This design comes from an exercise in tuning for small area on the open sky130 flow, not from production work.
Only simulation tests tie the RTL to the original design; equivalence was not proved.

Design zcpf_nec, start of the top module:
module zcpf_nec (
    input  wire       clk,
    input  wire       rst,
    input  wire       zc_in,
    input  wire       ir_in,
    input  wire       dt_tick,
    input  wire       tb_tick,
    input  wire [3:0] addr,
    input  wire [7:0] wdata,
    input  wire       rd,
    input  wire       wr,
    output reg  [7:0] rdata,
    output wire       gate_n
);
    localparam [2:0] S_IDLE    = 3'd0;
    localparam [2:0] S_MARK    = 3'd1;
    localparam [2:0] S_SPACE   = 3'd2;
    localparam [2:0] S_HIGHBIT = 3'd3;
    localparam [2:0] S_LOWBIT  = 3'd4;
    localparam [2:0] S_REPEAT  = 3'd5;
    function [7:0] lut;
        input [3:0] l;
        begin
            lut[7] = ~l[3] & ~(l[2] & l[1]);
            lut[6] = ~(l[3] | (~l[2] & l[1] & l[0]) | (l[2] & ~l[1]));
            lut[5] = (~l[3] & ~l[2] & l[0]) | (~l[2] & ~l[1] & ~l[0]) | (l[2] & l[1] & ~l[0]);
            lut[4] = l[3] | ~(l[1] ^ l[0]);
            lut[3] = ~(l[3] ^ l[0]);
            lut[2] = ~l[2];
            lut[1] = ~l[1];
            lut[0] = ~l[0];
        end
    endfunction
    function [3:0] pa_idx;
        input       k;
        input [3:0] l;
        begin
            pa_idx = {l[3] | k, l[2] & ~k, l[1] & ~k, l[0] | k};
        end
    endfunction
    localparam [7:0] DLY_C1 = 8'h68;
    function [7:0] elut;
        input [3:0] l;
        begin
            elut[7] = l[1] | ~l[0];
            elut[6] = ~l[1];
            elut[5] = ~l[3] & l[0];
            elut[4] = ~l[3];
            elut[3] = l[2] & l[1] & l[0];
            elut[2] = l[2] & l[1];
            elut[1] = (l[3] | l[2]) & l[0];
            elut[0] = (l[3] & ~l[0]) | l[2];
        end
    endfunction
    localparam [7:0] KICK_START  = 8'hFF;
    localparam [7:0] KICK_LAST   = 8'hFA;    
    localparam [4:0] PULSE_START = 5'h1F;
    localparam [4:0] PULSE_LAST  = 5'h14;    
    function [7:0] lfsr8;                    
        input [7:0] v;
        lfsr8 = {v[6:0], v[7] ^ v[5] ^ v[4] ^ v[3]};
    endfunction
    function [4:0] lfsr5;                    
        input [4:0] v;
        lfsr5 = {v[3:0], v[4] ^ v[2]};
    endfunction
    reg  [2:0]  ir_state;
  ...
Size in the first run: about 650 cells after synthesis, about 29 I/O pins.
export LEC_CHECK = 0
export CAP_MARGIN = 20
export CORE_MARGIN = 2
export CORE_UTILIZATION = 70
export CTS_BUF_LIST = sky130_fd_sc_hd__clkbuf_4 sky130_fd_sc_hd__clkbuf_8
export SLEW_MARGIN = 20
create_clock -name core_clock -period 10.0 [get_ports {clk}]
standard.sh (not shown) runs the stock make flow with config.mk's settings and CLKGATE_MAP_FILE= SYNTH_SCRIPT=/design/flow/synth_recipe.tcl, a recipe that flattens the netlist after the stock synthesis.
==> flow/flow/run.sh <==
#!/bin/bash
# Own layout flow: the standard synthesis, then a stronger area-oriented
# re-mapping of its combinational logic (registers untouched), then the
# standard ORFS layout with smaller port buffers and no CTS dummy loads.
set -euo pipefail
W=$(pwd)
R=$W/orfs/results/$FLOW_PLATFORM/zcpf_nec/base
LIB=$FLOW_HOME/platforms/$FLOW_PLATFORM/lib/sky130_fd_sc_hd__tt_025C_1v80.lib
PCFG=$FLOW_HOME/platforms/$FLOW_PLATFORM/config.mk

# 1. standard synthesis
bash standard.sh synth > $W/log_1_standard_synth.txt 2>&1
cp $R/1_2_yosys.v $W/std_1_2_yosys.v

# 2. re-map the combinational logic; sequential cells are kept as they are
regs() { grep -oE '^\s*sky130_fd_sc_hd__(df|edf|sdf|dl)[a-z0-9_]+ +[^ ]+' "$1" | sed 's/^ *//' | sort; }
if bash $W/flow/reopt.sh $W/std_1_2_yosys.v $W/reopt_1_2_yosys.v $W/flow/reopt.abc \
     $FLOW_TOP $LIB $PCFG $W/log_2_reopt.txt $W/reopt_stat \
   && diff <(regs $W/std_1_2_yosys.v) <(regs $W/reopt_1_2_yosys.v) > $W/log_2_regdiff.txt; then
  cp $W/reopt_1_2_yosys.v $R/1_2_yosys.v
  touch $R/1_2_yosys.v
  echo "using the re-mapped netlist" >> $W/log_2_regdiff.txt
else
  echo "re-mapping failed or changed the registers; keeping the standard netlist" >> $W/log_2_regdiff.txt
fi

# 3. layout
export BUFFER_PORTS_ARGS="-buffer_cell sky130_fd_sc_hd__buf_1"
export CTS_ARGS="-sink_clustering_enable -repair_clock_nets -dont_use_dummy_load -sink_clustering_size 40 -sink_clustering_max_diameter 150 -buf_list {sky130_fd_sc_hd__clkbuf_8}"
bash standard.sh finish > $W/log_3_standard_finish.txt 2>&1
test -f $W/out/final.def
==> flow/flow/reopt.abc <==
&get -n
&st
&deepsyn -T 90 -S 1 -t
&dch -f
&nf -a -R 1000
&put
print_stats
Other scripts of this flow, unchanged in this note and not shown: flow/flow/reopt.sh
==> next run, changes <==
==> flow/flow/run.sh (replaced) <==
#!/bin/bash
# Own layout flow: the standard synthesis, then a stronger area-oriented
# re-mapping of its combinational logic (registers untouched), then the
# standard ORFS layout with smaller port buffers and no CTS dummy loads.
set -euo pipefail
W=$(pwd)
R=$W/orfs/results/$FLOW_PLATFORM/zcpf_nec/base
LIB=$FLOW_HOME/platforms/$FLOW_PLATFORM/lib/sky130_fd_sc_hd__tt_025C_1v80.lib
PCFG=$FLOW_HOME/platforms/$FLOW_PLATFORM/config.mk

# 1. standard synthesis
bash standard.sh synth > $W/log_1_standard_synth.txt 2>&1
cp $R/1_2_yosys.v $W/std_1_2_yosys.v

# 2. re-map the combinational logic; sequential cells are kept as they are.
# ABC's deepsyn is randomized: run it from several seeds in parallel and keep
# the smallest netlist that keeps the standard synthesis's registers.
regs() { grep -oE '^\s*sky130_fd_sc_hd__(df|edf|sdf|dl)[a-z0-9_]+ +[^ ]+' "$1" | sed 's/^ *//' | sort; }
SEEDS="1 7 13 21"
for S in $SEEDS; do
  sed "s/@SEED@/$S/" $W/flow/reopt.abc.in > $W/reopt_$S.abc
  bash $W/flow/reopt.sh $W/std_1_2_yosys.v $W/reopt_$S.v $W/reopt_$S.abc \
    $FLOW_TOP $LIB $PCFG $W/log_2_reopt_$S.txt $W/reopt_stat_$S &
done
wait || true
BEST=""; BESTA=""
for S in $SEEDS; do
  A=$(grep -oE "Chip area for module .*: [0-9.]+" $W/reopt_stat_${S}_after.txt 2>/dev/null | awk '{print $NF}' || true)
  if [[ -n "$A" ]] && diff <(regs $W/std_1_2_yosys.v) <(regs $W/reopt_$S.v) > /dev/null; then
    echo "seed $S: area $A" >> $W/log_2_choice.txt
    if [[ -z "$BESTA" ]] || awk "BEGIN{exit !($A < $BESTA)}"; then BEST=$S; BESTA=$A; fi
  else
    echo "seed $S: failed or changed the registers" >> $W/log_2_choice.txt
  fi
done
if [[ -n "$BEST" ]]; then
  echo "using seed $BEST ($BESTA)" >> $W/log_2_choice.txt
  cp $W/reopt_$BEST.v $R/1_2_yosys.v
  touch $R/1_2_yosys.v
else
  echo "keeping the standard netlist" >> $W/log_2_choice.txt
fi

# 3. layout
export BUFFER_PORTS_ARGS="-buffer_cell sky130_fd_sc_hd__buf_1"
export CTS_ARGS="-sink_clustering_enable -repair_clock_nets -dont_use_dummy_load -buf_list {sky130_fd_sc_hd__clkbuf_4 sky130_fd_sc_hd__clkbuf_8}"
bash standard.sh finish > $W/log_3_standard_finish.txt 2>&1
test -f $W/out/final.def
==> flow/flow/reopt.abc.in (new file) <==
&get -n
&st
&deepsyn -T 150 -S @SEED@ -t
&dch -f
&nf -a -R 1000
&put
print_stats
removed: flow/flow/reopt.abc
Synthesized cell count drops slightly.
Hold slack barely changes.
Global-route usage drops by 0.45 points.

[port drivers added, routing unchanged]
No port has a modelled driver above. Below, the same layouts with a new extraction and two added sets of constraints.
Step 1 sets driving cells, clkbuf_16 on the clock port and buf_2 on the other inputs (assumed; they add their load-dependent delay and slew).
Step 2, shift: input delay + t, output delay - t, t = (earliest + latest rising clock arrival at the registers) / 2. This alone moves slack from input paths to output paths.
Slacks: no drivers / after step 1 / after step 2; pairs: no drivers / after step 1.
run	t, ns	setup WS [ns]	worst setup path after step 2	clock arrival spread, ns	pins driven straight from the clock port
the first run	0.456	4.292 / 4.302 / 3.846	input to register	0.033 / 0.033	1
the second run	0.464	4.405 / 4.418 / 3.954	input to register	0.037 / 0.037	1
After both steps every run listed still meets setup and hold. For the second run, which loses most, drivers alone change the setup slack by +0.013 ns; drivers and shift together by -0.451 ns.
